From an optimization exercise on the open Yosys and OpenROAD flow, aimed at small area, a short achievable clock period and few clock cycles; shortcuts taken in it are not production practice.
At most, simulation tests tie the RTL to the original design; equivalence was not proved.
Power figures rest on the tool's default switching activity, not on a simulated workload.

==> flow/design.v (excerpt) <==
module bdd_deframer (
    input  wire        clk,
    input  wire        rst,
    input  wire        in_valid,
    input  wire [7:0]  in_data,
    output wire        in_ready,
    output wire        out_valid,
    output wire [7:0]  out_data,
    input  wire        out_ready,
    output wire        chunk_done,
    output reg         locked,
    output reg         sel,
    output reg  [15:0] frame_count,
    output reg  [15:0] fcs_err_count,
    output reg  [15:0] in_byte_count,
    output reg  [15:0] out_byte_count
);
    localparam MAX_FRAME     = 32;
    localparam MIN_FRAME     = 4;
    localparam CHUNK_SIZE    = 34;
    localparam RESYNC_PERIOD = 4;
    localparam QD            = 4;    
    function [15:0] add16;
        input [15:0] a;
        input [15:0] b;
        input        ci;
        reg   [15:0] g, p, gg, pp;
        integer      k, d;
        begin
            g  = a & b;
            p  = a ^ b;
            gg = g;
            pp = p;
            gg[0] = g[0] | (p[0] & ci);
            for (d = 1; d < 16; d = d * 2)
                for (k = 15; k >= d; k = k - 1) begin
                    gg[k] = gg[k] | (pp[k] & gg[k-d]);
                    pp[k] = pp[k] & pp[k-d];
                end
            add16 = p ^ {gg[14:0], ci};
        end
    endfunction
    reg  rst_r;
    always @(posedge clk)
        rst_r <= rst;
    wire [5:0] count0, count1;
    wire [4:0] base0, base1;
    reg  [4:0] rp0, rp1;             
    reg  [2:0] q_cnt;
    wire [15:0] u0 = add16({11'd0, base0}, {11'h7FF, ~rp0}, 1'b1);    
    wire [15:0] u1 = add16({11'd0, base1}, {11'h7FF, ~rp1}, 1'b1);
    wire [15:0] s0 = add16({10'd0, count0}, {11'd0, u0[4:0]}, 1'b0);
    wire [15:0] s1 = add16({10'd0, count1}, {11'd0, u1[4:0]}, 1'b0);
    wire full0 = (u0[4:0] != 5'd0) && (s0[5:0] >= 6'd31);
    wire full1 = (u1[4:0] != 5'd0) && (s1[5:0] >= 6'd31);
    wire q_full;
    wire stall_n = full0 || full1 || q_full || (adv && p_v && p_eval && p_last);
    reg  stall;
    always @(posedge clk) begin
        if (rst_r) stall <= 1'b0;
        else     stall <= stall_n;
    end
    reg  in_rdy;
    always @(posedge clk)
        in_rdy <= (rst_r || !stall_n) && !rst;
    wire adv   = !stall;
    reg  [5:0] byte_idx;
    reg  [1:0] phase;
  ...
Settings: LEC_CHECK=0, CAP_MARGIN=20, CORE_MARGIN=2, CORE_UTILIZATION=55, SETUP_SLACK_MARGIN=5, SLEW_MARGIN=20; clock period 10.0 ns.
run.sh (not shown) runs the stock make flow with config.mk's settings and CLKGATE_MAP_FILE= SYNTH_SCRIPT=/design/flow/synth_recipe.tcl, a recipe that flattens the netlist after the stock synthesis.
Edit:
--- a/flow/design.v
+++ b/flow/design.v
@@ -391,26 +391,24 @@
             p_last  <= q_last;
             p_eval  <= q_eval;
         end
     end
     wire       good_sel = sel ? good1 : good0;
     wire       ce_sel   = sel ? ce1   : ce0;
     wire [4:0] len_sel  = sel ? len1  : len0;
     reg  [7:0] d_prev;
     reg  [8:0] d_tot;
-    reg  [2:0] pend;
+    reg  [1:0] pn1, pn0;
+    reg        pg0, pg1;
+    wire [2:0] fe_a = {1'b0, pn1} + {2'b00, pg0};      
+    wire [2:0] fe_b = {1'b0, pn0} + {2'b00, pg1};
+    wire [2:0] pend = fe_a - fe_b;                      
     reg        sw_cyc, d_fix;
-    wire [2:0] d_e  = {1'b0, nev1} - {1'b0, nev0};        
-    wire [2:0] d_em = {1'b0, nev1} - {1'b0, nev0} - 3'd1;
-    wire [2:0] d_ep = {1'b0, nev1} - {1'b0, nev0} + 3'd1;
-    wire       g_dn = gr1 && !gr0;                          
-    wire       g_up = gr0 && !gr1;
-    wire [2:0] delta = g_dn ? d_em : g_up ? d_ep : d_e;     
     wire [15:0] d_app = add16({{7{d_tot[8]}}, d_tot}, {{13{pend[2]}}, pend}, 1'b0);
     function slt9;                        
         input [8:0] a;
         input [8:0] b;
         begin
             slt9 = (a[8] != b[8]) ? a[8] : (a[7:0] < b[7:0]);
         end
     endfunction
     wire [6:0] lt_k, gt_k;                
@@ -423,34 +421,43 @@
     endgenerate
     wire [2:0] mp_i = 3'd3 - pend;        
     wire do_switch = sw_cyc && (sel ? gt_k[mp_i] : lt_k[mp_i]);
     wire [15:0] d_cur = add16({{7{d_tot[8]}}, d_tot}, {8'hFF, ~d_prev}, 1'b1);    
     always @(posedge clk) begin
         if (rst_r) begin
             sel    <= 1'b0;
             d_prev <= 8'd0;
             d_tot  <= 9'd0;
-            pend   <= 3'd0;
+            pn1    <= 2'd0;
+            pn0    <= 2'd0;
+            pg0    <= 1'b0;
+            pg1    <= 1'b0;
             sw_cyc <= 1'b0;
             d_fix  <= 1'b0;
         end else begin
             sw_cyc <= adv && p_v && p_eval && p_last;
             d_fix  <= sw_cyc;
             if (d_fix)
                 d_prev <= d_cur[7:0];
             if (do_switch)
                 sel <= ~sel;
             if (adv && p_v && p_eval) begin
                 d_tot <= p_first ? {d_prev[7], d_prev} : d_app[8:0];
-                pend  <= delta;
+                pn1   <= nev1;
+                pn0   <= nev0;
+                pg0   <= gr0;
+                pg1   <= gr1;
             end else begin
                 d_tot <= d_app[8:0];
-                pend  <= 3'd0;
+                pn1   <= 2'd0;
+                pn0   <= 2'd0;
+                pg0   <= 1'b0;
+                pg1   <= 1'b0;
             end
         end
     end
     reg        s_v, s_good, s_ce, s_last, s_dec;
     reg  [4:0] s_len;
     always @(posedge clk) begin
         if (rst_r)
             s_v <= 1'b0;
         else
@@ -462,35 +469,31 @@
         s_len  <= len_sel;
         s_last <= p_last;
         s_dec  <= sel;
     end
     wire [15:0] fc_inc = add16(frame_count, 16'd0, 1'b1);
     wire [15:0] ec_inc = add16(fcs_err_count, 16'd0, 1'b1);
     wire [15:0] ob_add = add16(out_byte_count, {11'd0, s_len}, 1'b0);
     wire [15:0] ib_add = add16(in_byte_count, CHUNK_SIZE, 1'b0);
     reg  cd_r;
-    assign chunk_done = cd_r;
-    always @(posedge clk) begin
-        if (rst || rst_r)
-            cd_r <= 1'b0;
-        else
-            cd_r <= s_v && s_last;
-    end
+    assign chunk_done = cd_r && !rst_r;
     wire push = s_v && s_good;
     assign q_full = (q_cnt == QD) || ((q_cnt == QD - 1) && (push || (adv && p_v && good_sel)));
     always @(posedge clk) begin
         if (rst_r) begin
             locked         <= 1'b0;
             frame_count    <= 16'd0;
             fcs_err_count  <= 16'd0;
             in_byte_count  <= 16'd0;
             out_byte_count <= 16'd0;
+            cd_r           <= 1'b0;
         end else begin
+            cd_r <= s_v && s_last;
             if (s_v) begin
                 if (s_good) begin
                     frame_count    <= fc_inc;
                     out_byte_count <= ob_add;
                 end
                 if (s_ce)
                     fcs_err_count <= ec_inc;
                 if (s_last)
                     in_byte_count <= ib_add;
@@ -526,22 +529,22 @@
     end
     localparam [1:0] E_IDLE = 2'd0, E_LEN = 2'd1, E_PAY = 2'd2;
     reg  [1:0] e_st;
     reg        e_dec;
     reg  [4:0] e_len;
     reg  [4:0] e_rem;
     reg        f_v, g_v;
     reg  [7:0] f_d, g_d;
     reg  [7:0] nbyte;
-    assign out_valid = f_v;
+    assign out_valid = f_v && !rst_r;
     assign out_data  = f_d;
     wire make = !g_v && ((e_st != E_IDLE) || (q_cnt != 3'd0));
-    wire pop  = f_v && out_ready;
+    wire pop  = f_v && out_ready && !rst_r;
     wire [15:0] rp0_inc   = add16({11'd0, rp0}, 16'd0, 1'b1);
     wire [15:0] rp1_inc   = add16({11'd0, rp1}, 16'd0, 1'b1);
     wire [15:0] e_rem_dec = add16({11'd0, e_rem}, 16'hFFFF, 1'b0);
     assign q_pop = make && (e_st == E_IDLE);
     wire [5:0] q_head = q_mem[q_rd];
     always @(*) begin
         case (e_st)
             E_PAY:   nbyte = e_dec ? rd1 : rd0;
             E_LEN:   nbyte = {3'b000, e_len};
@@ -573,19 +576,19 @@
                 E_LEN:   e_rem <= e_len;
                 default: begin
                     e_dec <= q_head[5];
                     e_len <= q_head[4:0];
                 end
             endcase
         end
     end
     always @(posedge clk) begin
-        if (rst || rst_r) begin
+        if (rst_r) begin
             f_v <= 1'b0;
             g_v <= 1'b0;
         end else if (pop && g_v) begin
             g_v <= 1'b0;
         end else if (pop || !f_v) begin
             f_v <= make;
         end else if (make) begin
             g_v <= 1'b1;
         end
After rerunning: Worst setup slack gets better by 0.14 ns. Combinational power fell by 85%. Count of clock-buffer cells in the layout is lower by 3. Utilization hardly moves. Synthesized area hardly moves. Clock power climbs by about 2%. Routed wire length went down by 3.9%. Synthesized cell count goes down by 0.86%. Fmax climbs by about 3.5%.
No run of this note included a check of the RTL's function; only the layout flow was run.

* * *

== the reference run ==
Starting RTL as in the previous note.
Settings: LEC_CHECK=0, CAP_MARGIN=20, CORE_MARGIN=2, CORE_UTILIZATION=40, SETUP_SLACK_MARGIN=5, SLEW_MARGIN=20; clock period 10.0 ns.
Setup changes, the reference run to the trial run
--- a/flow/design.v
+++ b/flow/design.v
@@ -163,46 +163,47 @@
             nboh[jb] = (nbits == jb);
         x = {q_dnew, acc};
         cb = 8'd0;
         for (jb = 0; jb < 8; jb = jb + 1)
             cb = cb | ({8{nboh[jb]}} & x[15-jb -: 8]);
         a = q_ns[0] ? q_dnew : q_ns[1] ? {q_dnew[6:0], acc[7]} : {q_dnew[5:0], acc[7:6]};
         comp = q_f0 & q_ok[7 - nbits];
         nb = q_anyflag ? q_mpost : (nbits - (q_ns[1] ? 3'd1 : q_ns[2] ? 3'd2 : 3'd0));
     end
-    reg        p_comp, p_ev1c, p_ev1a, p_ext, p_rs;
+    reg        p_comp, p_ev1c, p_ev1a, p_ext, p_rs, p_f0;
     reg  [7:0] p_cb;
     always @(posedge clk) begin
         if (adv) begin
             if (b_v) begin
                 nbits <= nb;
                 acc   <= a;
             end
             p_comp <= comp;
             p_cb   <= cb;
             p_ev1c <= q_ev1c;
             p_ev1a <= q_ev1a;
             p_ext  <= q_ext;
             p_rs   <= q_rs;
+            p_f0   <= q_f0;
         end
     end
     reg  [5:0]  count;
     reg  [15:0] crc;
     reg  [4:0]  base;
     reg  [4:0]  wp;
     reg  [7:0]  ring [0:31];
     wire        wr        = p_comp && !count[5];
     wire        p_step    = step;
     wire [5:0]  count_mid = add6(count, 6'd0, wr);
     wire [15:0] crc_new   = crc_update(crc, p_cb);
     wire [15:0] crc_mid   = wr ? crc_new : crc;
     wire [5:0]  wp_mid    = add6({1'b0, wp}, 6'd0, wr);
-    wire        long_en   = (count >= MIN_FRAME) || (wr && count == MIN_FRAME - 1);
+    wire        long_en   = p_f0 && ((count >= MIN_FRAME) || (wr && count == MIN_FRAME - 1));
     wire        crc_ok    = wr ? (crc_new == CRC_GOOD) : (crc == CRC_GOOD);
     wire        is_good   = p_ev1c && long_en && crc_ok;
     wire [5:0]  len_w     = add6(count, 6'h3F, 1'b0);      
     wire [5:0]  len_n     = add6(count, 6'h3E, 1'b0);      
     wire [5:0]  wp_back   = add6(wp_mid, 6'h3E, 1'b0);     
     assign good = p_step && is_good;
     assign ce   = p_step && p_ev1c && long_en && !crc_ok;
     assign nev  = {p_ext, (p_ev1c | p_ev1a) & !p_ext};
     assign good_raw = is_good;
@@ -523,20 +524,20 @@
             else if (q_pop && !push)
                 q_cnt <= q_cnt_dec;
         end
     end
     localparam [1:0] E_IDLE = 2'd0, E_LEN = 2'd1, E_PAY = 2'd2;
     reg  [1:0] e_st;
     reg        e_dec;
     reg  [4:0] e_len;
     reg  [4:0] e_rem;
-    reg        f_v, g_v;
-    reg  [7:0] f_d, g_d;
+    reg        e1_v, f_v, g_v;
+    reg  [7:0] e1_d, f_d, g_d;
     reg  [7:0] nbyte;
     assign out_valid = f_v;
     assign out_data  = f_d;
     wire make = !g_v && ((e_st != E_IDLE) || (q_cnt != 3'd0));
     wire pop  = f_v && out_ready;
     wire [15:0] rp0_inc   = add16({11'd0, rp0}, 16'd0, 1'b1);
     wire [15:0] rp1_inc   = add16({11'd0, rp1}, 16'd0, 1'b1);
     wire [15:0] e_rem_dec = add16({11'd0, e_rem}, 16'hFFFF, 1'b0);
     assign q_pop = make && (e_st == E_IDLE);
@@ -562,40 +563,46 @@
                         e_st <= E_IDLE;
                 end
                 E_LEN:   e_st <= E_PAY;
                 default: e_st <= E_LEN;
             endcase
         end
     end
     always @(posedge clk) begin
         if (make) begin
+            e1_d <= nbyte;
             case (e_st)
                 E_PAY:   e_rem <= e_rem_dec[4:0];
                 E_LEN:   e_rem <= e_len;
                 default: begin
                     e_dec <= q_head[5];
                     e_len <= q_head[4:0];
                 end
             endcase
         end
     end
+    wire e1_mv = !g_v || pop;
     always @(posedge clk) begin
         if (rst || rst_r) begin
-            f_v <= 1'b0;
-            g_v <= 1'b0;
-        end else if (pop && g_v) begin
-            g_v <= 1'b0;
-        end else if (pop || !f_v) begin
-            f_v <= make;
-        end else if (make) begin
-            g_v <= 1'b1;
+            e1_v <= 1'b0;
+            f_v  <= 1'b0;
+            g_v  <= 1'b0;
+        end else begin
+            if (e1_mv)
+                e1_v <= make;
+            if (pop) begin
+                f_v <= g_v || e1_v;
+                g_v <= g_v && e1_v;
+            end else if (!f_v) begin
+                f_v <= e1_v;
+            end else begin
+                g_v <= g_v || e1_v;
+            end
         end
     end
     always @(posedge clk) begin
-        if (pop && g_v)
-            f_d <= g_d;
-        else if (pop || !f_v)
-            f_d <= nbyte;
-        if (f_v && !pop && make)
-            g_d <= nbyte;
+        if (pop ? 1'b1 : !f_v)
+            f_d <= (pop && g_v) ? g_d : e1_d;
+        if (!g_v || pop)
+            g_d <= e1_d;
     end
 endmodule
[summary]
The reference run has a lower combined flip-flop and latch cell area than the trial run. Between the trial run and the reference run, the number of instances in the placed design figures differ only marginally. Worst-case vdd ir drop in the trial run is 0.000033 V below the reference run. Against the reference run as the reference, the trial run delivers a lower setup slack. The trial run has number of multi-input combinational cells in the layout below what the reference run had. From the reference run to the trial run the numbers moved as follows: post-detailed-placement cell area went up, final period utilization went up, adder and majority gate portion of the synthesized area did not really move.
No functional check of the RTL was part of any run of this note.

* * *

bdd_deframer, a different RTL version from the one above (not shown whole).
For scale: ~2,900 cells after synthesis, ~920 flip-flops.
export LEC_CHECK = 0
export CAP_MARGIN = 20
export CORE_MARGIN = 2
export CORE_UTILIZATION = 40
export SETUP_SLACK_MARGIN = 5
export SLEW_MARGIN = 20
create_clock -name core_clock -period 10.0 [get_ports {clk}]
The baseline finished with timing, DRC and antenna clean.
Testbench counts at the start, summed over its fixed seeds: cycles 6,701.
Rerun with:
--- a/flow/design.v
+++ b/flow/design.v
@@ -227,30 +227,17 @@
             end else begin
                 count <= count_mid;
                 crc   <= crc_mid;
                 wp    <= wp_mid[4:0];
             end
         end
     end
-    reg        s_wr;
-    reg  [4:0] s_wp;
-    reg  [7:0] s_cb;
     always @(posedge clk) begin
-        if (rst)
-            s_wr <= 1'b0;
-        else
-            s_wr <= adv && p_step && wr;
-    end
-    always @(posedge clk) begin
-        s_wp <= wp;
-        s_cb <= p_cb;
-    end
-    always @(posedge clk) begin
-        if (s_wr)
-            ring[s_wp] <= s_cb;
+        if (adv && p_step && wr)
+            ring[wp] <= p_cb;
     end
 endmodule
 module bdd_deframer (
     input  wire        clk,
     input  wire        rst,
     input  wire        in_valid,
     input  wire [7:0]  in_data,
The new run passed the timing, DRC and antenna checks.
Total power fell by 5.2%.
Synthesized cell count rose by 1.2%.
Via count rose by 1.5%.
Die area fell by 1.6%.
Flip-flop and latch count fell by 28.
Setup slack degrades by 0.097 ns.
Synthesized area fell by 1.6%.
Clock skew fell by 0.025 ns.
Maximum frequency fell by 2.3%.
Global-route usage rose by 0.68 points.
Final cell count fell by 0.88%.
Clock-buffer cell count fell by 14.
Register-to-register slack degrades by 0.67 ns.
Routed wire length rose by 1.7%.
For the second run of this note, only the layout was checked, not whether the RTL still works.

* * *

Another version of the RTL of bdd_deframer (not shown whole).
Size: ~3,000 cells after synthesis, about 89 I/O pins, about 0.041 mm² of cells after synthesis.
## bdd_deframer
module bdd_deframer (
    input  wire        clk,
    input  wire        rst,
    input  wire        in_valid,
    input  wire [7:0]  in_data,
    output wire        in_ready,
    output wire        out_valid,
    output wire [7:0]  out_data,
    input  wire        out_ready,
    output wire        chunk_done,
    output reg         locked,
    output reg         sel,
    output reg  [15:0] frame_count,
    output reg  [15:0] fcs_err_count,
    output reg  [15:0] in_byte_count,
    output reg  [15:0] out_byte_count
);
export LEC_CHECK = 0
export CAP_MARGIN = 20
export CORE_MARGIN = 2
export CORE_UTILIZATION = 40
export SETUP_SLACK_MARGIN = 5
export SLEW_MARGIN = 20
create_clock -name core_clock -period 10.0 [get_ports {clk}]
Then changed:
--- a/flow/design.v
+++ b/flow/design.v
@@ -301,25 +301,29 @@
     wire [15:0] u0 = add16({11'd0, base0}, {11'h7FF, ~rp0}, 1'b1);    
     wire [15:0] u1 = add16({11'd0, base1}, {11'h7FF, ~rp1}, 1'b1);
     wire [15:0] s0 = add16({10'd0, count0}, {11'd0, u0[4:0]}, 1'b0);
     wire [15:0] s1 = add16({10'd0, count1}, {11'd0, u1[4:0]}, 1'b0);
     wire full0 = (u0[4:0] != 5'd0) && (s0[5:0] >= 6'd31);
     wire full1 = (u1[4:0] != 5'd0) && (s1[5:0] >= 6'd31);
     wire q_full;
+    wire stall_n = full0 || full1 || q_full || (adv && p_v && p_eval && p_last);
     reg  stall;
     always @(posedge clk) begin
         if (rst_r) stall <= 1'b0;
-        else     stall <= full0 || full1 || q_full || (adv && p_v && p_eval && p_last);
+        else     stall <= stall_n;
     end
+    reg  in_rdy;
+    always @(posedge clk)
+        in_rdy <= (rst_r || !stall_n) && !rst;
     wire adv   = !stall;
     reg  [5:0] byte_idx;
     reg  [1:0] phase;
-    reg        r_v, r_first, r_last, r_eval;
+    reg        r_v, r_first, r_last, r_eval, r_clr0, r_clr1;
     reg  [7:0] r_byte;
-    assign in_ready = adv && !rst_r;
+    assign in_ready = in_rdy;
     wire take   = in_valid && in_ready;
     wire [15:0] bidx_inc = add16({10'd0, byte_idx}, 16'd0, 1'b1);
     always @(posedge clk) begin
         if (rst_r) begin
             byte_idx <= 6'd0;
             phase    <= 2'd0;
             r_v      <= 1'b0;
@@ -337,20 +341,22 @@
     end
     always @(posedge clk) begin
         if (adv) begin
             r_byte  <= in_data;
             r_first <= (byte_idx == 6'd0);
             r_last  <= (byte_idx == CHUNK_SIZE - 1);
             r_eval  <= (phase == 2'd0);
+            r_clr0  <= (phase == 2'd0) && (byte_idx == 6'd0) &&  sel;
+            r_clr1  <= (phase == 2'd0) && (byte_idx == 6'd0) && !sel;
         end
     end
     reg  q_v, q_first, q_last, q_eval;      
     reg  p_v, p_first, p_last, p_eval;      
-    wire clr0  = r_eval && r_first &&  sel;
-    wire clr1  = r_eval && r_first && !sel;
+    wire clr0  = r_clr0;
+    wire clr1  = r_clr1;
     wire step0 = p_v && (p_eval || !sel);
     wire step1 = p_v && (p_eval ||  sel);
     wire       good0, good1, ce0, ce1, gr0, gr1;
     wire [1:0] nev0, nev1;
     wire [4:0] len0, len1;
     wire [7:0] rd0, rd1;
     bdd_dec #(.MAX_FRAME(MAX_FRAME), .MIN_FRAME(MIN_FRAME)) u_dec0 (
@@ -387,45 +393,69 @@
         end
     end
     wire       good_sel = sel ? good1 : good0;
     wire       ce_sel   = sel ? ce1   : ce0;
     wire [4:0] len_sel  = sel ? len1  : len0;
     reg  [7:0] d_prev;
     reg  [8:0] d_tot;
-    reg  [2:0] pend;
+    reg  [1:0] pn1, pn0;
+    reg        pg0, pg1;
+    wire [2:0] fe_a = {1'b0, pn1} + {2'b00, pg0};      
+    wire [2:0] fe_b = {1'b0, pn0} + {2'b00, pg1};
+    wire [2:0] pend = fe_a - fe_b;                      
     reg        sw_cyc, d_fix;
-    wire [2:0] fe_a = {1'b0, nev1} + {2'b00, gr0};     
-    wire [2:0] fe_b = {1'b0, nev0} + {2'b00, gr1};
-    wire [2:0] delta = fe_a - fe_b;                      
     wire [15:0] d_app = add16({{7{d_tot[8]}}, d_tot}, {{13{pend[2]}}, pend}, 1'b0);
-    wire       d_neg  = d_app[8];
-    wire       d_zero = (d_app[8:0] == 9'd0);
-    wire do_switch = sw_cyc && (sel ? (!d_neg && !d_zero) : d_neg);
+    function slt9;                        
+        input [8:0] a;
+        input [8:0] b;
+        begin
+            slt9 = (a[8] != b[8]) ? a[8] : (a[7:0] < b[7:0]);
+        end
+    endfunction
+    wire [6:0] lt_k, gt_k;                
+    genvar gk;
+    generate
+        for (gk = 0; gk < 7; gk = gk + 1) begin : g_k
+            assign lt_k[gk] = slt9(d_tot, gk - 3);
+            assign gt_k[gk] = slt9(gk - 3, d_tot);
+        end
+    endgenerate
+    wire [2:0] mp_i = 3'd3 - pend;        
+    wire do_switch = sw_cyc && (sel ? gt_k[mp_i] : lt_k[mp_i]);
     wire [15:0] d_cur = add16({{7{d_tot[8]}}, d_tot}, {8'hFF, ~d_prev}, 1'b1);    
     always @(posedge clk) begin
         if (rst_r) begin
             sel    <= 1'b0;
             d_prev <= 8'd0;
             d_tot  <= 9'd0;
-            pend   <= 3'd0;
+            pn1    <= 2'd0;
+            pn0    <= 2'd0;
+            pg0    <= 1'b0;
+            pg1    <= 1'b0;
             sw_cyc <= 1'b0;
             d_fix  <= 1'b0;
         end else begin
             sw_cyc <= adv && p_v && p_eval && p_last;
             d_fix  <= sw_cyc;
             if (d_fix)
                 d_prev <= d_cur[7:0];
             if (do_switch)
                 sel <= ~sel;
             if (adv && p_v && p_eval) begin
                 d_tot <= p_first ? {d_prev[7], d_prev} : d_app[8:0];
-                pend  <= delta;
+                pn1   <= nev1;
+                pn0   <= nev0;
+                pg0   <= gr0;
+                pg1   <= gr1;
             end else begin
                 d_tot <= d_app[8:0];
-                pend  <= 3'd0;
+                pn1   <= 2'd0;
+                pn0   <= 2'd0;
+                pg0   <= 1'b0;
+                pg1   <= 1'b0;
             end
         end
     end
     reg        s_v, s_good, s_ce, s_last, s_dec;
     reg  [4:0] s_len;
     always @(posedge clk) begin
         if (rst_r)
Power fell by 25%.
Worst hold slack loses 0.012 ns.
Via count rose by 0.49%.
Setup slack gains 0.024 ns.
Design area rose by 0.71%.
Die area rose by 1.1%.
Clock skew fell by 0.019 ns.
Area after synthesis rose by 1.1%.
Utilization fell by 0.33 points.
Sequential share of layout area hardly moves.
No functional check of the RTL was part of any run of this note.

-- port drivers added, routing unchanged --
Ports are ideal in the flow. The routed layouts listed here were re-timed in OpenROAD. Step 1 sets driving cells, clkbuf_16 on the clock port and buf_2 on the other inputs (assumed; they add their load-dependent delay and slew). Step 2, shift: input delay + t, output delay - t, t = (earliest + latest rising clock arrival at the registers) / 2. This alone moves slack from input paths to output paths. Three values: no drivers, after step 1, after step 2; two values: the first two.
| run | t (ns) | setup WS [ns] | hold slack, ns | worst setup path after step 2 |
|---|---|---|---|---|
| the first run of note 1 | 0.703 | 5.699 / 5.633 / 6.067 | 0.400 / 0.400 / 0.400 | input to register |
| the second run of note 1 | 0.714 | 5.843 / 5.779 / 5.928 | 0.383 / 0.383 / 0.383 | input to register |
| the reference run | 0.721 | 6.166 / 6.100 / 6.090 | 0.393 / 0.393 / 0.393 | input to register |
| the trial run | 0.729 | 5.932 / 5.860 / 6.355 | 0.382 / 0.382 / 0.382 | input to register |
| the first run of note 3 | 0.726 | 5.784 / 5.723 / 5.830 | 0.386 / 0.386 / 0.386 | input to register |
| the second run of note 3 | 0.716 | 5.687 / 5.687 / 5.687 | 0.418 / 0.418 / 0.418 | register to register |
| the first run of note 4 | 0.735 | 5.811 / 5.745 / 5.972 | 0.394 / 0.394 / 0.394 | register to register |
| the second run of note 4 | 0.730 | 5.835 / 5.767 / 6.169 | 0.382 / 0.382 / 0.382 | input to register |
After both steps every run listed still meets setup and hold. The setup slack of the reference run, which loses most, moves by -0.066 ns with the drivers and by -0.076 ns with both steps.
